Background: an optimization exercise with open tools, aiming at small area, a short achievable clock period and few clock cycles per item. Do not read the settings as production practice.
The RTL was checked by simulation tests, not by an equivalence proof against the original design.

## flow/design.v (module list and top-level ports; edited modules follow where they fit)
// module sstv_tone_alu: 3104 lines
module sstv_tone_alu (
    input  wire        clk,
    input  wire        rst,
    input  wire        in_valid,
    output wire        in_ready,
    input  wire [1:0]  in_op,
    input  wire [31:0] in_a,
    input  wire [37:0] in_b,
    output wire        out_valid,
    input  wire        out_ready,
    output wire [31:0] out_res,
    output wire [37:0] out_n
);
  // ...
==> flow/flow/run.sh <==
#!/bin/bash
# Standard layout, with three changes:
# - between synthesis and floorplan, flow/fapol.py picks the polarity of each
#   full-adder cell so that fewer inverters sit between full adders (a full
#   adder is self-dual); registers and every other cell are left as the
#   standard synthesis made them;
# - timing repair aims for 12.8 ns of setup slack at the design's 18 ns clock
#   (the constraints themselves are unchanged);
# - the port buffers are plain buffers (sky130_fd_sc_hd__buf_1) instead of
#   delay buffers.
set -euo pipefail
R=orfs/results/${FLOW_PLATFORM}/sstv_tone_alu/base
bash standard.sh synth > synth.log 2>&1
cp "$R/1_2_yosys.v" "$R/1_2_yosys.std.v"
python3 flow/fapol.py "$R/1_2_yosys.std.v" "$R/1_2_yosys.v" > fapol.log 2>&1
rm -f "$R/1_synth.odb" "$R/1_synth.sdc"
export SETUP_SLACK_MARGIN=12.8
export BUFFER_PORTS_ARGS="-buffer_cell sky130_fd_sc_hd__buf_1"
bash standard.sh > layout.log 2>&1
==> flow/flow/fapol.py <==
#!/usr/bin/env python3
"""Remove inverters between full adders of a flat sky130hd Yosys netlist.

A full adder is self-dual: FA(~a, ~b, ~c) = (~sum, ~cout).  This script
chooses, for every full-adder cell, whether it computes its signals in true
or complemented form, so that as few inverters as possible are needed, and
rewrites the netlist.  Registers, ports and every other cell are untouched;
the function at every register input and output port is unchanged.

usage: fapol.py IN.v OUT.v
"""
import re
import sys
import collections

src = open(sys.argv[1]).read()

cell_re = re.compile(r'^(\s*)(sky130_fd_sc_hd__\w+)\s+(\S+)\s*\((.*?)\);\n', re.S | re.M)
pin_re = re.compile(r'\.(\w+)\(([^()]*)\)')
OUTP = {'X', 'Y', 'SUM', 'COUT', 'Q', 'Q_N', 'HI', 'LO'}

cells = []
for m in cell_re.finditer(src):
    typ, name, body = m.group(2), m.group(3), m.group(4)
    pins = [(p, n.strip()) for p, n in pin_re.findall(body)]
    cells.append({'type': typ, 'name': name, 'pins': pins, 'span': m.span()})

# module ports
hdr = re.search(r'module\s+\w+\s*\((.*?)\);', src, re.S)
outputs = set()
for m in re.finditer(r'^\s*output\s+(\[\d+:\d+\]\s*)?(\S+)\s*;', src, re.M):
    rng, nm = m.group(1), m.group(2)
    if rng:
        hi, lo = map(int, re.findall(r'\d+', rng))
        for i in range(lo, hi + 1):
            outputs.add(f'{nm}[{i}]')
    else:
        outputs.add(nm)


def esc(n):
    return n + ' ' if n.startswith('\\') else n


def is_inv(c):
    return re.match(r'sky130_fd_sc_hd__(inv|clkinv)_\d+$', c['type']) is not None


def is_fa(c):
    return re.match(r'sky130_fd_sc_hd__fa_\d+$', c['type']) is not None


driver = {}
loads = collections.defaultdict(list)   # net -> [(cell index, pin)]
for ci, c in enumerate(cells):
    for p, n in c['pins']:
        if p in OUTP:
            driver[n] = (ci, p)
        else:
            loads[n].append((ci, p))


def norm(n):
    # "\b_q[23] " style names keep their form; outputs listed as out_res[3]
    return n


# signal classes: follow inverter chains back to a root net
root = {}
par = {}


def find(n):
    if n in root:
        return root[n], par[n]
    d = driver.get(n)
    if d is not None and is_inv(cells[d[0]]):
        a = dict(cells[d[0]]['pins'])['A']
        r, p = find(a)
        root[n], par[n] = r, p ^ 1
    else:
        root[n], par[n] = n, 0
    return root[n], par[n]


allnets = set(driver) | set(loads)
for n in allnets:
    find(n)

# consumers of each class: (kind, cell index or net, pin, required parity w.r.t. root)
cons = collections.defaultdict(list)
for n in allnets:
    r, p = root[n], par[n]
    for ci, pin in loads[n]:
        if is_inv(cells[ci]):
            continue
        cons[r].append((ci, pin, p))
    if n in outputs or ('\\' + n) in outputs or n.replace('\\', '').strip() in outputs:
        cons[r].append((None, n, p))

fa_idx = [ci for ci, c in enumerate(cells) if is_fa(c)]
x = {ci: 0 for ci in fa_idx}
drv_fa = {}
for r in cons:
    d = driver.get(r)
    if d is not None and is_fa(cells[d[0]]):
        drv_fa[r] = d[0]


def need(r):
    f = drv_fa.get(r)
    base = x[f] if f is not None else 0
    for ci, pin, p in cons[r]:
        q = p ^ base ^ (x[ci] if ci is not None and ci in x else 0)
        if q:
            return 1
    return 0


# classes touched by flipping each FA
touch = collections.defaultdict(set)
for r in cons:
    if r in drv_fa:
        touch[drv_fa[r]].add(r)
    for ci, pin, p in cons[r]:
        if ci is not None and ci in x:
            touch[ci].add(r)

before = sum(need(r) for r in cons)
improved = True
rounds = 0
while improved and rounds < 50:
    improved = False
    rounds += 1
    for f in fa_idx:
        cs = touch[f]
        old = sum(need(r) for r in cs)
        x[f] ^= 1
        new = sum(need(r) for r in cs)
        if new < old:
            improved = True
        else:
            x[f] ^= 1
after = sum(need(r) for r in cons)
print(f'inverted classes: {before} -> {after} ({rounds} rounds)', file=sys.stderr)

# ----------------------------------------------------------------------
# rebuild: every class r has a true net (its root name) and, if needed,
# a complement net driven by one inverter.
# ----------------------------------------------------------------------
newcells = []      # (type, name, pins)
compl_name = {}
inv_names = [cells[ci]['name'] for ci, c in enumerate(cells) if is_inv(c)]
inv_types = {}
extra = 0
new_wires = []


def cname(r):
    global extra
    if r not in compl_name:
        extra += 1
        nm = f'_fapol_{extra}_'
        compl_name[r] = nm
        new_wires.append(nm)
    return compl_name[r]


# net that carries (root value ^ q) as seen physically: for a flipped driver
# the driver pin produces root ^ 1
def phys(r, q):
    """name of a net carrying value(root) ^ q"""
    f = drv_fa.get(r)
    flipped = x[f] if f is not None else 0
    # the driver output net carries root ^ flipped.  keep root name on the
    # driver output; if flipped, the name r carries ~value.
    if q == flipped:
        return r
    return cname(r)


pin_map = {}   # (ci, pin) -> new net
for r in cons:
    for ci, pin, p in cons[r]:
        if ci is None:
            continue
        q = p ^ (x[ci] if ci in x else 0)
        pin_map[(ci, pin)] = phys(r, q)

# output ports: they must carry their original value; port net name n
# equals some class member; if the physical net differs, drive the port
# through a buffer-free rename is impossible, so insert an inverter or keep.
port_fix = []
for r in cons:
    for ci, pin, p in cons[r]:
        if ci is None:
            n = pin
            want = phys(r, p)
            if want != n:
                port_fix.append((n, want))

# inverters needed: for each class with a complement net, one inverter
# from the driver net to the complement net
inv_needed = []
for r, nm in compl_name.items():
    inv_needed.append((r, nm))

# now emit: drop all old inverters, re-pin other cells
out = []
last = 0
n_inv = 0
for ci, c in enumerate(cells):
    s, e = c['span']
    out.append(src[last:s])
    last = e
    if is_inv(c):
        continue
    pins = []
    for p, n in c['pins']:
        if p in OUTP:
            pins.append((p, n))
        else:
            pins.append((p, pin_map.get((ci, p), n)))
    ind = re.match(r'\s*', src[s:e]).group(0)
    body = ',\n'.join(f'    .{p}({esc(n)})' for p, n in pins)
    out.append(f'{ind}{c["type"]} {c["name"]} (\n{body}\n  );\n')
tail = src[last:]
# complement nets and their inverters
decl = ''.join(f'  wire {w};\n' for w in new_wires)
invs = ''
k = 0
for r, nm in inv_needed:
    k += 1
    invs += f'  sky130_fd_sc_hd__inv_1 _fapol_inv_{k}_ (\n    .A({esc(r)}),\n    .Y({esc(nm)})\n  );\n'
# ports driven by a complement: the port net name must stay; an output port
# that now would need the other polarity gets an inverter from the class net
for n, want in port_fix:
    raise SystemExit(f'port {n} needs rewiring: not handled')
body = ''.join(out)
m = re.search(r'\n(\s*)wire ', body)
body = body[:m.start() + 1] + decl + body[m.start() + 1:]
body = body + ''
tail = tail.replace('endmodule', invs + 'endmodule', 1)
open(sys.argv[2], 'w').write(body + tail)
print(f'inverters: {len(inv_names)} -> {k}', file=sys.stderr)
==> flow/standard.sh <==
#!/bin/bash
# synth_recipe.tcl (not shown) runs the flow's synth.tcl, then flattens the netlist and writes it again
# the make line also repeats each setting of config.mk as NAME=value (left out here)
make -C /OpenROAD-flow-scripts/flow DESIGN_CONFIG=/design/flow/config.mk WORK_HOME=/design/flow/orfs CLKGATE_MAP_FILE= SYNTH_SCRIPT=/design/flow/synth_recipe.tcl "${@:-finish}"
==> flow/config.mk <==
export PLATFORM = sky130hd
export DESIGN_NAME = sstv_tone_alu
export DESIGN_NICKNAME = sstv_tone_alu
export VERILOG_FILES = /design/flow/design.v
export SDC_FILE = /design/flow/constraint.sdc
export NUM_CORES = 4
export LEC_CHECK = 0
export CAP_MARGIN = 20
export CORE_MARGIN = 2
export CORE_UTILIZATION = 55
export CTS_BUF_LIST = sky130_fd_sc_hd__clkbuf_4 sky130_fd_sc_hd__clkbuf_8
export PLACE_DENSITY = 0.7
export SLEW_MARGIN = 20
==> flow/constraint.sdc <==
create_clock -name core_clock -period 18.0 [get_ports {clk}]
set_input_delay 3.6000 -clock core_clock [delete_from_list [all_inputs] [get_ports {clk}]]
set_output_delay 3.6000 -clock core_clock [all_outputs]
set_load 0.01 [all_outputs]
==> impl_metrics.csv, run 1 <==
group,metric,value,unit
floorplan,rows,101,
timing,hold_viol_final,0,
clock_tree,ctsHoldBuffers,0,
setup_path,cp-end-kind,"register",
layout,design_area,0.0474,mm²
timing,tns,0,ns
route,vias,32800,
clock_tree,numCtsBuffers,85,
run_status,status,"timing/DRC/antenna clean",
grt,grt.busiest_layer,"met2",
layout,area_growth,13.2,%
hold_path,hp-start,"n2[16]$_DFFE_PN_",
layout,final_common_cell,"fa_1",
timing,worst_pin_slew,1.12,ns
clock_tree,h-tree-depth,3,
layout,antenna_cells,5,
setup_path,slowest_stage,"edfxtp_1",
setup_path,endpoint,"res_o[21]$_DFFE_PP_",
floorplan,die_w,280,µm
layout,buffers_excl_clock,368,
route,met1Wirelength,56.5,mm
yosys,synth_warnings,1,
setup_path,cp_top_family,"buffers and inverters",
floorplan,design.core.area,0.0756,mm²
placement,portBuffers,147,
floorplan,die_area,0.0783,mm²
grt,use_met3,10.3,%
grt,grt_use_met1,49.1,%
timing,drv_slew,0,
setup_path,reg2reg_from,"q3[21]$_DFFE_PN_",
grt,grt_pass1_vias,32600,
setup_path,worstSetupStartpoint,"q3[21]$_DFFE_PN_",
grt,grt_start_max_net_pins,108,
hold_path,hp-class,"register to register",
layout,inverters,332,
Testbench counts, summed over its fixed seeds: cycles 5,232, items 4,312.
==> run 2: changes to the inputs <==
--- a/flow/design.v
+++ b/flow/design.v
@@ -28,16 +28,17 @@
     reg        blend1;
     reg [39:0] ns1;
     reg [39:0] nc1;
     reg [37:0] h1;
     reg        v2;
     reg        pix2;
     reg [37:0] n2;
     reg [38:0] m2;
+    reg [38:0] m2n;         
     reg        v3;
     reg        pix3;
     reg        clamp3;
     reg [37:0] n3;
     reg [27:0] q3;
     reg [14:0] ml3;
     reg        vo;
     reg [31:0] res_o;
@@ -1009,17 +1010,16 @@
     wire at564 = (at412 & at487) | (at486 & (at412 ^ at487));
     wire at565 = tp331 ^ at488;
     wire at566 = tp331 & at488;
     wire [39:0] ta = {at566, at565, at563, at561, at559, at557, at555, at553, at551, at549, at547, at545, at543, at541, at539, at537, at535, at533, at531, at529, at527, at525, at523, at521, at519, at517, at515, at513, at511, at509, at507, at505, at503, at501, at499, at497, at495, at493, at491, at413};
     wire [39:0] tb = {1'b0, at564, at562, at560, at558, at556, at554, at552, at550, at548, at546, at544, at542, at540, at538, at536, at534, at532, at530, at528, at526, at524, at522, at520, at518, at516, at514, at512, at510, at508, at506, at504, at502, at500, at498, at496, at494, at492, at490, at489};
     wire [15:0] dw = b_q[15:0];
     wire [15:0] r0 = b_q[31:16];       
     wire [31:0] q0 = a_q;
-    wire dskip = ~scale0 & (cnt == 4'd0) & ({2'd0, a_q[31:18]} < dw);
     wire [16:0] t0 = {r0, q0[31]};
     wire [16:0] d0 = t0 - {1'b0, dw};
     wire        g0 = t0[16] | ~d0[16];
     wire [15:0] r1 = g0 ? d0[15:0] : t0[15:0];
     wire [31:0] q1 = {q0[30:0], g0};
     wire [16:0] t1 = {r1, q1[31]};
     wire [16:0] d1 = t1 - {1'b0, dw};
     wire        g1 = t1[16] | ~d1[16];
@@ -1890,136 +1890,136 @@
     wire mas35 = map35 ^ maG92;
     wire mas36 = map36 ^ maG93;
     wire mas37 = map37 ^ maG94;
     wire mas38 = map38 ^ maG95;
     wire [38:0] msum = {mas38, mas37, mas36, mas35, mas34, mas33, mas32, mas31, mas30, mas29, mas28, mas27, mas26, mas25, mas24, mas23, mas22, mas21, mas20, mas19, mas18, mas17, mas16, mas15, mas14, mas13, mas12, mas11, mas10, mas9, mas8, mas7, mas6, mas5, mas4, mas3, mas2, mas1, map0};
     wire [38:0] m_b  = blend1 ? msum : {n_full, 1'b0};
     wire [37:0] n_b  = pix1 ? n_full : scale1 ? {6'd0, early1 ? ssum : {ssum[23:0], h1[7:0]}} : h1;
     wire clamp = m2 >= 39'd510000000000;
-    wire ct1 = ~m2[31] ^ ~m2[29];
-    wire ct2 = ~m2[31] & ~m2[29];
-    wire ct3 = ~m2[32] ^ ~m2[30] ^ m2[28];
-    wire ct4 = (~m2[32] & ~m2[30]) | (m2[28] & (~m2[32] ^ ~m2[30]));
-    wire ct5 = ~m2[33] ^ ~m2[31] ^ m2[29];
-    wire ct6 = (~m2[33] & ~m2[31]) | (m2[29] & (~m2[33] ^ ~m2[31]));
-    wire ct7 = ~m2[34] ^ ~m2[32] ^ m2[30];
-    wire ct8 = (~m2[34] & ~m2[32]) | (m2[30] & (~m2[34] ^ ~m2[32]));
-    wire ct9 = ~m2[35] ^ ~m2[33] ^ m2[31];
-    wire ct10 = (~m2[35] & ~m2[33]) | (m2[31] & (~m2[35] ^ ~m2[33]));
-    wire ct11 = ~m2[36] ^ ~m2[34] ^ m2[32];
-    wire ct12 = (~m2[36] & ~m2[34]) | (m2[32] & (~m2[36] ^ ~m2[34]));
-    wire ct13 = ~m2[37] ^ ~m2[35] ^ m2[33];
-    wire ct14 = (~m2[37] & ~m2[35]) | (m2[33] & (~m2[37] ^ ~m2[35]));
-    wire ct15 = ~m2[38] ^ ~m2[36] ^ m2[34];
-    wire ct16 = (~m2[38] & ~m2[36]) | (m2[34] & (~m2[38] ^ ~m2[36]));
-    wire ct17 = ~m2[37] ^ m2[35] ^ ~m2[33];
-    wire ct18 = (~m2[37] & m2[35]) | (~m2[33] & (~m2[37] ^ m2[35]));
-    wire ct19 = ~m2[38] ^ m2[36] ^ ~m2[34];
-    wire ct20 = (~m2[38] & m2[36]) | (~m2[34] & (~m2[38] ^ m2[36]));
-    wire ct21 = m2[27] ^ ~m2[25] ^ ~m2[22];
-    wire ct22 = (m2[27] & ~m2[25]) | (~m2[22] & (m2[27] ^ ~m2[25]));
-    wire ct23 = m2[20] ^ ~m2[18];
-    wire ct24 = m2[20] & ~m2[18];
-    wire ct25 = ~m2[26] ^ ~m2[23] ^ m2[21];
-    wire ct26 = (~m2[26] & ~m2[23]) | (m2[21] & (~m2[26] ^ ~m2[23]));
-    wire ct27 = ~m2[19] ^ ~m2[15] ^ ~m2[13];
-    wire ct28 = (~m2[19] & ~m2[15]) | (~m2[13] & (~m2[19] ^ ~m2[15]));
+    wire ct1 = m2n[31] ^ m2n[29];
+    wire ct2 = m2n[31] & m2n[29];
+    wire ct3 = m2n[32] ^ m2n[30] ^ m2[28];
+    wire ct4 = (m2n[32] & m2n[30]) | (m2[28] & (m2n[32] ^ m2n[30]));
+    wire ct5 = m2n[33] ^ m2n[31] ^ m2[29];
+    wire ct6 = (m2n[33] & m2n[31]) | (m2[29] & (m2n[33] ^ m2n[31]));
+    wire ct7 = m2n[34] ^ m2n[32] ^ m2[30];
+    wire ct8 = (m2n[34] & m2n[32]) | (m2[30] & (m2n[34] ^ m2n[32]));
+    wire ct9 = m2n[35] ^ m2n[33] ^ m2[31];
+    wire ct10 = (m2n[35] & m2n[33]) | (m2[31] & (m2n[35] ^ m2n[33]));
+    wire ct11 = m2n[36] ^ m2n[34] ^ m2[32];
+    wire ct12 = (m2n[36] & m2n[34]) | (m2[32] & (m2n[36] ^ m2n[34]));
+    wire ct13 = m2n[37] ^ m2n[35] ^ m2[33];
+    wire ct14 = (m2n[37] & m2n[35]) | (m2[33] & (m2n[37] ^ m2n[35]));
+    wire ct15 = m2n[38] ^ m2n[36] ^ m2[34];
+    wire ct16 = (m2n[38] & m2n[36]) | (m2[34] & (m2n[38] ^ m2n[36]));
+    wire ct17 = m2n[37] ^ m2[35] ^ m2n[33];
+    wire ct18 = (m2n[37] & m2[35]) | (m2n[33] & (m2n[37] ^ m2[35]));
+    wire ct19 = m2n[38] ^ m2[36] ^ m2n[34];
+    wire ct20 = (m2n[38] & m2[36]) | (m2n[34] & (m2n[38] ^ m2[36]));
+    wire ct21 = m2[27] ^ m2n[25] ^ m2n[22];
+    wire ct22 = (m2[27] & m2n[25]) | (m2n[22] & (m2[27] ^ m2n[25]));
+    wire ct23 = m2[20] ^ m2n[18];
+    wire ct24 = m2[20] & m2n[18];
+    wire ct25 = m2n[26] ^ m2n[23] ^ m2[21];
+    wire ct26 = (m2n[26] & m2n[23]) | (m2[21] & (m2n[26] ^ m2n[23]));
+    wire ct27 = m2n[19] ^ m2n[15] ^ m2n[13];
+    wire ct28 = (m2n[19] & m2n[15]) | (m2n[13] & (m2n[19] ^ m2n[15]));
     wire ct29 = m2[10] ^ ct3;
     wire ct30 = m2[10] & ct3;
-    wire ct31 = ~m2[27] ^ ~m2[24] ^ m2[22];
-    wire ct32 = (~m2[27] & ~m2[24]) | (m2[22] & (~m2[27] ^ ~m2[24]));
-    wire ct33 = ~m2[20] ^ ~m2[16] ^ ~m2[14];
-    wire ct34 = (~m2[20] & ~m2[16]) | (~m2[14] & (~m2[20] ^ ~m2[16]));
+    wire ct31 = m2n[27] ^ m2n[24] ^ m2[22];
+    wire ct32 = (m2n[27] & m2n[24]) | (m2[22] & (m2n[27] ^ m2n[24]));
+    wire ct33 = m2n[20] ^ m2n[16] ^ m2n[14];
+    wire ct34 = (m2n[20] & m2n[16]) | (m2n[14] & (m2n[20] ^ m2n[16]));
     wire ct35 = m2[11] ^ ct5 ^ ct4;
     wire ct36 = (m2[11] & ct5) | (ct4 & (m2[11] ^ ct5));
-    wire ct37 = ~m2[28] ^ ~m2[25] ^ m2[23];
-    wire ct38 = (~m2[28] & ~m2[25]) | (m2[23] & (~m2[28] ^ ~m2[25]));
-    wire ct39 = ~m2[21] ^ ~m2[17] ^ ~m2[15];
-    wire ct40 = (~m2[21] & ~m2[17]) | (~m2[15] & (~m2[21] ^ ~m2[17]));
+    wire ct37 = m2n[28] ^ m2n[25] ^ m2[23];
+    wire ct38 = (m2n[28] & m2n[25]) | (m2[23] & (m2n[28] ^ m2n[25]));
+    wire ct39 = m2n[21] ^ m2n[17] ^ m2n[15];
+    wire ct40 = (m2n[21] & m2n[17]) | (m2n[15] & (m2n[21] ^ m2n[17]));
     wire ct41 = m2[12] ^ ct7 ^ ct6;
     wire ct42 = (m2[12] & ct7) | (ct6 & (m2[12] ^ ct7));
-    wire ct43 = ~m2[29] ^ ~m2[26] ^ m2[24];
-    wire ct44 = (~m2[29] & ~m2[26]) | (m2[24] & (~m2[29] ^ ~m2[26]));
-    wire ct45 = ~m2[22] ^ ~m2[18] ^ ~m2[16];
-    wire ct46 = (~m2[22] & ~m2[18]) | (~m2[16] & (~m2[22] ^ ~m2[18]));
+    wire ct43 = m2n[29] ^ m2n[26] ^ m2[24];
+    wire ct44 = (m2n[29] & m2n[26]) | (m2[24] & (m2n[29] ^ m2n[26]));
+    wire ct45 = m2n[22] ^ m2n[18] ^ m2n[16];
+    wire ct46 = (m2n[22] & m2n[18]) | (m2n[16] & (m2n[22] ^ m2n[18]));
     wire ct47 = m2[13] ^ ct9 ^ ct8;
     wire ct48 = (m2[13] & ct9) | (ct8 & (m2[13] ^ ct9));
-    wire ct49 = ~m2[30] ^ ~m2[27] ^ m2[25];
-    wire ct50 = (~m2[30] & ~m2[27]) | (m2[25] & (~m2[30] ^ ~m2[27]));
-    wire ct51 = ~m2[23] ^ ~m2[19] ^ ~m2[17];
-    wire ct52 = (~m2[23] & ~m2[19]) | (~m2[17] & (~m2[23] ^ ~m2[19]));
+    wire ct49 = m2n[30] ^ m2n[27] ^ m2[25];
+    wire ct50 = (m2n[30] & m2n[27]) | (m2[25] & (m2n[30] ^ m2n[27]));
+    wire ct51 = m2n[23] ^ m2n[19] ^ m2n[17];
+    wire ct52 = (m2n[23] & m2n[19]) | (m2n[17] & (m2n[23] ^ m2n[19]));
     wire ct53 = m2[14] ^ ct11 ^ ct10;
     wire ct54 = (m2[14] & ct11) | (ct10 & (m2[14] ^ ct11));
-    wire ct55 = ~m2[31] ^ ~m2[28] ^ m2[26];
-    wire ct56 = (~m2[31] & ~m2[28]) | (m2[26] & (~m2[31] ^ ~m2[28]));
-    wire ct57 = ~m2[24] ^ ~m2[20] ^ ~m2[18];
-    wire ct58 = (~m2[24] & ~m2[20]) | (~m2[18] & (~m2[24] ^ ~m2[20]));
+    wire ct55 = m2n[31] ^ m2n[28] ^ m2[26];
+    wire ct56 = (m2n[31] & m2n[28]) | (m2[26] & (m2n[31] ^ m2n[28]));
+    wire ct57 = m2n[24] ^ m2n[20] ^ m2n[18];
+    wire ct58 = (m2n[24] & m2n[20]) | (m2n[18] & (m2n[24] ^ m2n[20]));
     wire ct59 = m2[15] ^ ct13 ^ ct12;
     wire ct60 = (m2[15] & ct13) | (ct12 & (m2[15] ^ ct13));
-    wire ct61 = ~m2[32] ^ ~m2[29] ^ m2[27];
-    wire ct62 = (~m2[32] & ~m2[29]) | (m2[27] & (~m2[32] ^ ~m2[29]));
-    wire ct63 = ~m2[25] ^ ~m2[21] ^ ~m2[19];
-    wire ct64 = (~m2[25] & ~m2[21]) | (~m2[19] & (~m2[25] ^ ~m2[21]));
+    wire ct61 = m2n[32] ^ m2n[29] ^ m2[27];
+    wire ct62 = (m2n[32] & m2n[29]) | (m2[27] & (m2n[32] ^ m2n[29]));
+    wire ct63 = m2n[25] ^ m2n[21] ^ m2n[19];
+    wire ct64 = (m2n[25] & m2n[21]) | (m2n[19] & (m2n[25] ^ m2n[21]));
     wire ct65 = m2[16] ^ ct15 ^ ct14;
     wire ct66 = (m2[16] & ct15) | (ct14 & (m2[16] ^ ct15));
-    wire ct67 = ~m2[30] ^ m2[28] ^ ~m2[26];
-    wire ct68 = (~m2[30] & m2[28]) | (~m2[26] & (~m2[30] ^ m2[28]));
-    wire ct69 = ~m2[22] ^ ~m2[20] ^ m2[17];
-    wire ct70 = (~m2[22] & ~m2[20]) | (m2[17] & (~m2[22] ^ ~m2[20]));
+    wire ct67 = m2n[30] ^ m2[28] ^ m2n[26];
+    wire ct68 = (m2n[30] & m2[28]) | (m2n[26] & (m2n[30] ^ m2[28]));
+    wire ct69 = m2n[22] ^ m2n[20] ^ m2[17];
+    wire ct70 = (m2n[22] & m2n[20]) | (m2[17] & (m2n[22] ^ m2n[20]));
     wire ct71 = 1'b1 ^ ct17 ^ ct16;
     wire ct72 = (1'b1 & ct17) | (ct16 & (1'b1 ^ ct17));
-    wire ct73 = ~m2[31] ^ m2[29] ^ ~m2[27];
-    wire ct74 = (~m2[31] & m2[29]) | (~m2[27] & (~m2[31] ^ m2[29]));
-    wire ct75 = ~m2[23] ^ ~m2[21] ^ m2[18];
-    wire ct76 = (~m2[23] & ~m2[21]) | (m2[18] & (~m2[23] ^ ~m2[21]));
+    wire ct73 = m2n[31] ^ m2[29] ^ m2n[27];
+    wire ct74 = (m2n[31] & m2[29]) | (m2n[27] & (m2n[31] ^ m2[29]));
+    wire ct75 = m2n[23] ^ m2n[21] ^ m2[18];
+    wire ct76 = (m2n[23] & m2n[21]) | (m2[18] & (m2n[23] ^ m2n[21]));
     wire ct77 = 1'b1 ^ ct19 ^ ct18;
     wire ct78 = (1'b1 & ct19) | (ct18 & (1'b1 ^ ct19));
-    wire ct79 = m2[37] ^ ~m2[35] ^ ~m2[32];
-    wire ct80 = (m2[37] & ~m2[35]) | (~m2[32] & (m2[37] ^ ~m2[35]));
-    wire ct81 = m2[30] ^ ~m2[28] ^ ~m2[24];
-    wire ct82 = (m2[30] & ~m2[28]) | (~m2[24] & (m2[30] ^ ~m2[28]));
-    wire ct83 = ~m2[22] ^ m2[19] ^ ct20;
-    wire ct84 = (~m2[22] & m2[19]) | (ct20 & (~m2[22] ^ m2[19]));
-    wire ct85 = m2[38] ^ ~m2[36] ^ ~m2[33];
-    wire ct86 = (m2[38] & ~m2[36]) | (~m2[33] & (m2[38] ^ ~m2[36]));
-    wire ct87 = m2[31] ^ ~m2[29] ^ ~m2[25];
-    wire ct88 = (m2[31] & ~m2[29]) | (~m2[25] & (m2[31] ^ ~m2[29]));
-    wire ct89 = ~m2[23] ^ m2[20] ^ 1'b1;
-    wire ct90 = (~m2[23] & m2[20]) | (1'b1 & (~m2[23] ^ m2[20]));
-    wire ct91 = ~m2[37] ^ ~m2[34] ^ m2[32];
-    wire ct92 = (~m2[37] & ~m2[34]) | (m2[32] & (~m2[37] ^ ~m2[34]));
-    wire ct93 = ~m2[30] ^ ~m2[26] ^ ~m2[24];
-    wire ct94 = (~m2[30] & ~m2[26]) | (~m2[24] & (~m2[30] ^ ~m2[26]));
+    wire ct79 = m2[37] ^ m2n[35] ^ m2n[32];
+    wire ct80 = (m2[37] & m2n[35]) | (m2n[32] & (m2[37] ^ m2n[35]));
+    wire ct81 = m2[30] ^ m2n[28] ^ m2n[24];
+    wire ct82 = (m2[30] & m2n[28]) | (m2n[24] & (m2[30] ^ m2n[28]));
+    wire ct83 = m2n[22] ^ m2[19] ^ ct20;
+    wire ct84 = (m2n[22] & m2[19]) | (ct20 & (m2n[22] ^ m2[19]));
+    wire ct85 = m2[38] ^ m2n[36] ^ m2n[33];
+    wire ct86 = (m2[38] & m2n[36]) | (m2n[33] & (m2[38] ^ m2n[36]));
+    wire ct87 = m2[31] ^ m2n[29] ^ m2n[25];
+    wire ct88 = (m2[31] & m2n[29]) | (m2n[25] & (m2[31] ^ m2n[29]));
+    wire ct89 = m2n[23] ^ m2[20] ^ 1'b1;
+    wire ct90 = (m2n[23] & m2[20]) | (1'b1 & (m2n[23] ^ m2[20]));
+    wire ct91 = m2n[37] ^ m2n[34] ^ m2[32];
+    wire ct92 = (m2n[37] & m2n[34]) | (m2[32] & (m2n[37] ^ m2n[34]));
+    wire ct93 = m2n[30] ^ m2n[26] ^ m2n[24];
+    wire ct94 = (m2n[30] & m2n[26]) | (m2n[24] & (m2n[30] ^ m2n[26]));
     wire ct95 = m2[21] ^ 1'b1;
     wire ct96 = m2[21] & 1'b1;
-    wire ct97 = ~m2[38] ^ ~m2[35] ^ m2[33];
-    wire ct98 = (~m2[38] & ~m2[35]) | (m2[33] & (~m2[38] ^ ~m2[35]));
-    wire ct99 = ~m2[31] ^ ~m2[27] ^ ~m2[25];
-    wire ct100 = (~m2[31] & ~m2[27]) | (~m2[25] & (~m2[31] ^ ~m2[27]));
+    wire ct97 = m2n[38] ^ m2n[35] ^ m2[33];
+    wire ct98 = (m2n[38] & m2n[35]) | (m2[33] & (m2n[38] ^ m2n[35]));
+    wire ct99 = m2n[31] ^ m2n[27] ^ m2n[25];
+    wire ct100 = (m2n[31] & m2n[27]) | (m2n[25] & (m2n[31] ^ m2n[27]));
     wire ct101 = m2[22] ^ 1'b1;
     wire ct102 = m2[22] & 1'b1;
-    wire ct103 = ~m2[36] ^ m2[34] ^ ~m2[32];
-    wire ct104 = (~m2[36] & m2[34]) | (~m2[32] & (~m2[36] ^ m2[34]));
-    wire ct105 = ~m2[28] ^ ~m2[26];
-    wire ct106 = ~m2[28] & ~m2[26];
-    wire ct107 = ~m2[37] ^ m2[35] ^ ~m2[33];
-    wire ct108 = (~m2[37] & m2[35]) | (~m2[33] & (~m2[37] ^ m2[35]));
-    wire ct109 = ~m2[29] ^ ~m2[27];
-    wire ct110 = ~m2[29] & ~m2[27];
-    wire ct111 = ~m2[38] ^ m2[36] ^ ~m2[34];
-    wire ct112 = (~m2[38] & m2[36]) | (~m2[34] & (~m2[38] ^ m2[36]));
-    wire ct113 = ~m2[30] ^ ~m2[28];
-    wire ct114 = ~m2[30] & ~m2[28];
-    wire ct115 = m2[37] ^ ~m2[35];
-    wire ct116 = m2[37] & ~m2[35];
-    wire ct117 = m2[38] ^ ~m2[36];
-    wire ct118 = m2[38] & ~m2[36];
-    wire ct119 = ~m2[14] ^ ~m2[12] ^ m2[9];
-    wire ct120 = (~m2[14] & ~m2[12]) | (m2[9] & (~m2[14] ^ ~m2[12]));
+    wire ct103 = m2n[36] ^ m2[34] ^ m2n[32];
+    wire ct104 = (m2n[36] & m2[34]) | (m2n[32] & (m2n[36] ^ m2[34]));
+    wire ct105 = m2n[28] ^ m2n[26];
+    wire ct106 = m2n[28] & m2n[26];
+    wire ct107 = m2n[37] ^ m2[35] ^ m2n[33];
+    wire ct108 = (m2n[37] & m2[35]) | (m2n[33] & (m2n[37] ^ m2[35]));
+    wire ct109 = m2n[29] ^ m2n[27];
+    wire ct110 = m2n[29] & m2n[27];
+    wire ct111 = m2n[38] ^ m2[36] ^ m2n[34];
+    wire ct112 = (m2n[38] & m2[36]) | (m2n[34] & (m2n[38] ^ m2[36]));
+    wire ct113 = m2n[30] ^ m2n[28];
+    wire ct114 = m2n[30] & m2n[28];
+    wire ct115 = m2[37] ^ m2n[35];
+    wire ct116 = m2[37] & m2n[35];
+    wire ct117 = m2[38] ^ m2n[36];
+    wire ct118 = m2[38] & m2n[36];
+    wire ct119 = m2n[14] ^ m2n[12] ^ m2[9];
+    wire ct120 = (m2n[14] & m2n[12]) | (m2[9] & (m2n[14] ^ m2n[12]));
     wire ct121 = ct2 ^ ct25 ^ ct27;
     wire ct122 = (ct2 & ct25) | (ct27 & (ct2 ^ ct25));
     wire ct123 = ct29 ^ ct22;
     wire ct124 = ct29 & ct22;
     wire ct125 = ct31 ^ ct33 ^ ct35;
     wire ct126 = (ct31 & ct33) | (ct35 & (ct31 ^ ct33));
     wire ct127 = ct26 ^ ct28 ^ ct30;
     wire ct128 = (ct26 & ct28) | (ct30 & (ct26 ^ ct28));
@@ -2074,34 +2074,34 @@
     wire ct177 = m2[24] ^ 1'b1 ^ ct107;
     wire ct178 = (m2[24] & 1'b1) | (ct107 & (m2[24] ^ 1'b1));
     wire ct179 = ct109 ^ ct104 ^ ct106;
     wire ct180 = (ct109 & ct104) | (ct106 & (ct109 ^ ct104));
     wire ct181 = m2[25] ^ 1'b1 ^ ct111;
     wire ct182 = (m2[25] & 1'b1) | (ct111 & (m2[25] ^ 1'b1));
     wire ct183 = ct113 ^ ct108 ^ ct110;
     wire ct184 = (ct113 & ct108) | (ct110 & (ct113 ^ ct108));
-    wire ct185 = ~m2[31] ^ ~m2[29] ^ m2[26];
-    wire ct186 = (~m2[31] & ~m2[29]) | (m2[26] & (~m2[31] ^ ~m2[29]));
+    wire ct185 = m2n[31] ^ m2n[29] ^ m2[26];
+    wire ct186 = (m2n[31] & m2n[29]) | (m2[26] & (m2n[31] ^ m2n[29]));
     wire ct187 = ct115 ^ ct112 ^ ct114;
     wire ct188 = (ct115 & ct112) | (ct114 & (ct115 ^ ct112));
-    wire ct189 = ~m2[32] ^ ~m2[30] ^ m2[27];
-    wire ct190 = (~m2[32] & ~m2[30]) | (m2[27] & (~m2[32] ^ ~m2[30]));
+    wire ct189 = m2n[32] ^ m2n[30] ^ m2[27];
+    wire ct190 = (m2n[32] & m2n[30]) | (m2[27] & (m2n[32] ^ m2n[30]));
     wire ct191 = 1'b1 ^ ct117 ^ ct116;
     wire ct192 = (1'b1 & ct117) | (ct116 & (1'b1 ^ ct117));
-    wire ct193 = ~m2[37] ^ ~m2[33] ^ ~m2[31];
-    wire ct194 = (~m2[37] & ~m2[33]) | (~m2[31] & (~m2[37] ^ ~m2[33]));
+    wire ct193 = m2n[37] ^ m2n[33] ^ m2n[31];
+    wire ct194 = (m2n[37] & m2n[33]) | (m2n[31] & (m2n[37] ^ m2n[33]));
     wire ct195 = m2[28] ^ 1'b1 ^ ct118;
     wire ct196 = (m2[28] & 1'b1) | (ct118 & (m2[28] ^ 1'b1));
-    wire ct197 = ~m2[38] ^ ~m2[34] ^ ~m2[32];
-    wire ct198 = (~m2[38] & ~m2[34]) | (~m2[32] & (~m2[38] ^ ~m2[34]));
+    wire ct197 = m2n[38] ^ m2n[34] ^ m2n[32];
+    wire ct198 = (m2n[38] & m2n[34]) | (m2n[32] & (m2n[38] ^ m2n[34]));
     wire ct199 = m2[29] ^ 1'b1;
     wire ct200 = m2[29] & 1'b1;
-    wire ct201 = ~m2[35] ^ ~m2[33];
-    wire ct202 = ~m2[35] & ~m2[33];
+    wire ct201 = m2n[35] ^ m2n[33];
+    wire ct202 = m2n[35] & m2n[33];
     wire ct203 = ct1 ^ ct21;
     wire ct204 = ct1 & ct21;
     wire ct205 = ct24 ^ ct121 ^ ct123;
     wire ct206 = (ct24 & ct121) | (ct123 & (ct24 ^ ct121));
     wire ct207 = ct125 ^ ct127 ^ ct122;
     wire ct208 = (ct125 & ct127) | (ct122 & (ct125 ^ ct127));
     wire ct209 = ct129 ^ ct131 ^ ct126;
     wire ct210 = (ct129 & ct131) | (ct126 & (ct129 ^ ct131));
@@ -2136,24 +2136,24 @@
     wire ct239 = ct189 ^ ct191 ^ ct186;
     wire ct240 = (ct189 & ct191) | (ct186 & (ct189 ^ ct191));
     wire ct241 = ct193 ^ ct195 ^ ct190;
     wire ct242 = (ct193 & ct195) | (ct190 & (ct193 ^ ct195));
     wire ct243 = ct197 ^ ct199 ^ ct194;
     wire ct244 = (ct197 & ct199) | (ct194 & (ct197 ^ ct199));
     wire ct245 = m2[30] ^ ct201 ^ ct198;
     wire ct246 = (m2[30] & ct201) | (ct198 & (m2[30] ^ ct201));
-    wire ct247 = ~m2[36] ^ ~m2[34] ^ m2[31];
-    wire ct248 = (~m2[36] & ~m2[34]) | (m2[31] & (~m2[36] ^ ~m2[34]));
-    wire ct249 = ~m2[37] ^ ~m2[35] ^ m2[32];
-    wire ct250 = (~m2[37] & ~m2[35]) | (m2[32] & (~m2[37] ^ ~m2[35]));
-    wire ct251 = ~m2[38] ^ ~m2[36] ^ m2[33];
-    wire ct252 = (~m2[38] & ~m2[36]) | (m2[33] & (~m2[38] ^ ~m2[36]));
-    wire ct253 = ~m2[37] ^ m2[34];
-    wire ct254 = ~m2[37] & m2[34];
+    wire ct247 = m2n[36] ^ m2n[34] ^ m2[31];
+    wire ct248 = (m2n[36] & m2n[34]) | (m2[31] & (m2n[36] ^ m2n[34]));
+    wire ct249 = m2n[37] ^ m2n[35] ^ m2[32];
+    wire ct250 = (m2n[37] & m2n[35]) | (m2[32] & (m2n[37] ^ m2n[35]));
+    wire ct251 = m2n[38] ^ m2n[36] ^ m2[33];
+    wire ct252 = (m2n[38] & m2n[36]) | (m2[33] & (m2n[38] ^ m2n[36]));
+    wire ct253 = m2n[37] ^ m2[34];
+    wire ct254 = m2n[37] & m2[34];
     wire ct255 = ct23 ^ ct119;
     wire ct256 = ct23 & ct119;
     wire ct257 = ct120 ^ ct205 ^ ct204;
     wire ct258 = (ct120 & ct205) | (ct204 & (ct120 ^ ct205));
     wire ct259 = ct124 ^ ct207 ^ ct206;
     wire ct260 = (ct124 & ct207) | (ct206 & (ct124 ^ ct207));
     wire ct261 = ct128 ^ ct209 ^ ct208;
     wire ct262 = (ct128 & ct209) | (ct208 & (ct128 ^ ct209));
@@ -2196,18 +2196,18 @@
     wire ct299 = ct202 ^ ct247 ^ ct246;
     wire ct300 = (ct202 & ct247) | (ct246 & (ct202 ^ ct247));
     wire ct301 = 1'b1 ^ ct249 ^ ct248;
     wire ct302 = (1'b1 & ct249) | (ct248 & (1'b1 ^ ct249));
     wire ct303 = 1'b1 ^ ct251 ^ ct250;
     wire ct304 = (1'b1 & ct251) | (ct250 & (1'b1 ^ ct251));
     wire ct305 = 1'b1 ^ ct253 ^ ct252;
     wire ct306 = (1'b1 & ct253) | (ct252 & (1'b1 ^ ct253));
-    wire ct307 = ~m2[38] ^ m2[35] ^ ct254;
-    wire ct308 = (~m2[38] & m2[35]) | (ct254 & (~m2[38] ^ m2[35]));
+    wire ct307 = m2n[38] ^ m2[35] ^ ct254;
+    wire ct308 = (m2n[38] & m2[35]) | (ct254 & (m2n[38] ^ m2[35]));
     wire [31:0] c1a = {1'b0, 1'b1, m2[38], m2[37], m2[36], ct307, ct305, ct303, ct301, ct299, ct297, ct295, ct293, ct291, ct289, ct287, ct285, ct283, ct281, ct279, ct277, ct275, ct273, ct271, ct269, ct267, ct265, ct263, ct261, ct259, ct257, ct203};
     wire [31:0] c1b = {1'b0, 1'b0, 1'b0, 1'b1, ct308, ct306, ct304, ct302, ct300, ct298, ct296, ct294, ct292, ct290, ct288, ct286, ct284, ct282, ct280, ct278, ct276, ct274, ct272, ct270, ct268, ct266, ct264, ct262, ct260, ct258, ct256, ct255};
     wire qap0 = c1a[0] ^ c1b[0];
     wire qag0 = c1a[0] & c1b[0];
     wire qap1 = c1a[1] ^ c1b[1];
     wire qag1 = c1a[1] & c1b[1];
     wire qap2 = c1a[2] ^ c1b[2];
     wire qag2 = c1a[2] & c1b[2];
@@ -3059,38 +3059,36 @@
                 sel_ry <= in_pix & ~in_a[25] &  in_a[24];
                 sel_by <= in_pix &  in_a[25] & ~in_a[24];
                 sel_y  <= in_pix & ~(in_a[25] ^ in_a[24]);
                 bd     <= in_b[7:0] & {8{in_op == 2'd1}};
                 a_q    <= in_a;
                 b_q    <= {in_b[37:32], in_b[31:16] & {16{in_op != 2'd2}}, in_b[15:0]};
                 cnt    <= 4'd0;
             end else begin
-                cnt <= dskip ? 4'd7 : cnt + 4'd1;
+                cnt <= cnt + 4'd1;
                 bd <= b_q[15:8] & {8{scale0}};
                 if (scale0) begin
                     b_q[31:0] <= {lo, b_q[31:8]};
-                end else if (dskip) begin
-                    a_q <= {a_q[17:0], 14'd0};
-                    b_q[31:16] <= {2'd0, a_q[31:18]};
                 end else begin
                     a_q <= q2;
                     b_q[31:16] <= r2;
                 end
             end
             pix1   <= pix0;
             scale1 <= scale0;
             early1 <= cnt != 4'd3;
             blend1 <= a_q[26];
             ns1    <= ta;
             nc1    <= tb;
             h1     <= pix0 ? b_q : scale0 ? {30'd0, lo} : {6'd0, q2};
             pix2 <= pix1;
             n2   <= n_b;
             m2   <= m_b;
+            m2n  <= ~m_b;
             pix3   <= pix2;
             clamp3 <= clamp;
             n3     <= n2;
             q3     <= q0p;
             ml3    <= m2[14:0];
         end
         if (~vo | out_ready) begin
             res_o <= vk ? res_k : res_in;
==> flow/config.mk (replaced) <==
export PLATFORM = sky130hd
export DESIGN_NAME = sstv_tone_alu
export DESIGN_NICKNAME = sstv_tone_alu
export VERILOG_FILES = /design/flow/design.v
export SDC_FILE = /design/flow/constraint.sdc
export NUM_CORES = 4
export LEC_CHECK = 0
export CAP_MARGIN = 20
export CORE_MARGIN = 2
export CORE_UTILIZATION = 60
export CTS_BUF_LIST = sky130_fd_sc_hd__clkbuf_4 sky130_fd_sc_hd__clkbuf_8
export PLACE_DENSITY = 0.75
export SLEW_MARGIN = 20
==> run 2 against run 1 <==
  * Critical path depth fell by 20
  * Synthesized cell count shrank 3.1%
  * Core utilization increased by 4.8 points
  * Routed wire length fell by 6.8%
  * Via count is 4.8% lower
  * Critical endpoint is now q3[18]$_DFFE_PN_
  * Non-clock buffer count down 93
  * Still clean
  * Register-to-register slack worse by 0.13 ns
  * Flip-flop and latch count grew 27
  * Critical path type unchanged
  * Die area fell by 8.2%
==> impl_metrics.csv, run 2 <==
group,metric,value,unit
run_status,status,"timing/DRC/antenna clean",
clock_tree,clock_path_buffers,3,
timing,tns,0,ns
timing,hold_viol_final,0,
placement,dp.cells,4546,
placement,hpwlAfterDp,109,mm
route,viasPerCell,6.52,
clock_tree,cts_sinks,544,
hold_path,hp-class,"register to register",
layout,final_cells,4784,
clock_tree,cts_tree,"yes",
timing,drv_slew,0,
grt,gr-total-overflow,0,
layout,largest_reg_flops,40,
timing,fin_crit_sh,31.3,%
route,routedWlPerCell,30.3,µm
yosys,netlist_area,0.0419,mm²
setup_path,reg2reg_from,"m2n[33]$_DFFE_PN_",
clock_tree,clk_pin_slew,0.06,ns
placement,place_congestion,1.05,
grt,grt_usage,40.9,%
setup_path,path_max_fanout,3,
setup_path,regToRegEndpoint,"q3[18]$_DFFE_PN_",
timing,period_needed,5.64,ns
layout,final_common_cell,"fa_1",
layout,largest_register,"ns1",
layout,fillers,5212,
layout,design_area,0.0464,mm²
job,cap_violations,0,
floorplan,rows,96,
setup_path,cp-end-kind,"register",
timing,max_slew_margin,17.5,%
timing,rsz0062_at_grt,"yes",
placement,portBuffers,147,
yosys,avgSynthCellArea,11.7,µm²
timing,worst_pin_slew,1.23,ns
yosys,syn_inst,3589,
floorplan,design.core.area,0.0688,mm²
grt,antenna_found_initial,4,
clock_tree,numCtsBuffers,91,
grt,grt_pass1_vias,31600,
clock_tree,ctsRootBufferMaster,"clkbuf_8",
setup_path,required,18.48,ns
layout,final_nets,4589,
setup_path,ff2ff_path_depth,18,
yosys,synth_warnings,1,
layout,drive_gt1_share,12.1,%
setup_path,path_class,"register to register",
floorplan,die_area,0.0719,mm²
floorplan,pin_count,148,
floorplan,die_height,268,µm
layout,layout_common_cells,"fa_1 (493), edfxtp_1 (467), inv_1 (307), nand2_1 (275), ha_1 (231)",
route,vias,31200,
timing,finalSetupViolations,0,
setup_path,critPathArrivalTime,6.12,ns
layout,final_util,67.4,%
timing,max_freq,0.177,GHz
route,drt_first_pass_iters,9,
yosys,syn-num-nets,4404,
clock_tree,ctsHoldBuffers,0,
clock_tree,insertion_delay,0.75,ns
floorplan,start_util,60.8,%
setup_path,cp-start-kind,"register",
grt,grt_pass1_wl,210,mm
route,ant_nets,0,
grt,grt_start_max_net_pins,118,
setup_path,r2r_setup_slack,12.36,ns
placement,postPlaceCellArea,0.0435,mm²
setup_path,worstSetupStartpoint,"m2n[33]$_DFFE_PN_",
layout,top_regs,"ns1: 40 flops, m2: 39 flops, nc1: 39 flops",
route,drc,0,
layout,area_growth,10.9,%
route,first_iter_violations,3983,
floorplan,die_w,268,µm
timing,skew,0.0611,ns
route,totalWireLength,145,mm
clock_tree,h-tree-depth,3,
setup_path,endpoint,"q3[18]$_DFFE_PN_",
[run 2: cell count changes in the layout (fill, tap and decap cells not counted), sizes merged, moves of 19 or more]
cell	previous run	this run
buf	367	275
edfxtp	440	467
nand3	63	44
nor2	211	192
[run 2: worst max-delay path: stages (launching register included)]
cell	delay [ns]
edfxtp_1	0.49
fa_1	0.53
fa_1	0.57
fa_2	0.46
fa_1	0.53
fa_1	0.41
ha_1	0.23
nor3_2	0.25
o2bb2ai_4	0.15
a211oi_2	0.10
a221o_1	0.40
a211oi_4	0.33
buf_4	0.16
buf_6	0.10
buf_6	0.09
o21ai_4	0.06
a21o_1	0.24
a21oi_2	0.18
xnor2_1	0.13
[run 2: routing by layer]
metal / part of all wire [%] / global-route usage [%]
met5: 0.016 / 0
met4: 7.8 / 26.1
met3: 11 / 11.8
met2: 44 / 61.3
met1: 37 / 52.5
[run 2: worst min-delay path by stage]
stage,cells after the start,end,slack (ns),from
6_report,0,ml3[7]$_DFFE_PN_,0.40,m2[7]$_DFFE_PN_
5_1_grt,0,n3[32]$_DFFE_PN_,0.41,n2[32]$_DFFE_PN_
4_1_cts,0,ml3[7]$_DFFE_PN_,0.40,m2[7]$_DFFE_PN_
3_5_place_dp,0,ml3[2]$_DFFE_PN_,0.40,m2[2]$_DFFE_PN_
3_3_place_gp,0,n3[10]$_DFFE_PN_,0.40,n2[10]$_DFFE_PN_
2_1_floorplan,0,ml3[0]$_DFFE_PN_,0.40,m2[0]$_DFFE_PN_
[run 2: final cells by class]
class,count,area (µm²),share of cell area (%)
clock inverter,35,317,0.682
timing repair buffer,275,1590,3.42
antenna,3,7.51,0.0162
sequential,544,15600,33.5
inverter,313,1190,2.56
clock buffer,134,1620,3.49
tap,931,1160,2.51
multi-input combinational,2549,25000,53.8
[run 2: repair_timing]
| action | in CTS | in global routing |
|---|---|---|
| setup endpoints to repair | 86 | 111 |
| buffers inserted | 47 | 18 |
| resized for setup | 29 | 75 |
| gates cloned | 1 | 0 |
| pin swaps | 13 | 47 |
[run 2: stage by stage]
stage	hold slack [ns]	worst slack [ns]
5_1_grt	0.415	12.24
2_1_floorplan	0.400	12.76
6_report	0.399	12.36
3_5_place_dp	0.405	12.11
4_1_cts	0.404	12.50
3_3_place_gp	0.402	12.19
Testbench counts of run 2, summed over its fixed seeds: cycles 5,616, items 4,312.

separate check: timing with driven ports:
In the flow no input, the clock included, has a driving cell. The finished layouts below were timed again as built, in two steps. Step 1 (the two cells are an assumption about what drives the block):
set clk [get_ports {clk}]
set_driving_cell -lib_cell sky130_fd_sc_hd__clkbuf_16 $clk
set_driving_cell -lib_cell sky130_fd_sc_hd__buf_2 [delete_from_list [all_inputs] $clk]
Step 2, shift: input delay + t, output delay - t, t = (earliest + latest rising clock arrival at the registers) / 2. This alone moves slack from input paths to output paths. Three values: ideal, step 1, step 2; two values: the first two.
run	shift t [ns]	slack for setup (ns)	latest minus earliest clock arrival (ns)	worst register clock-pin slew, ns	worst slew at a driven data input, ns
run 1	0.762	12.492 / 12.492 / 12.492	0.076 / 0.075	0.08 / 0.08	0.23
run 2	0.788	12.361 / 12.361 / 12.361	0.064 / 0.063	0.08 / 0.08	0.06
After both steps setup and hold are still met in every run listed.
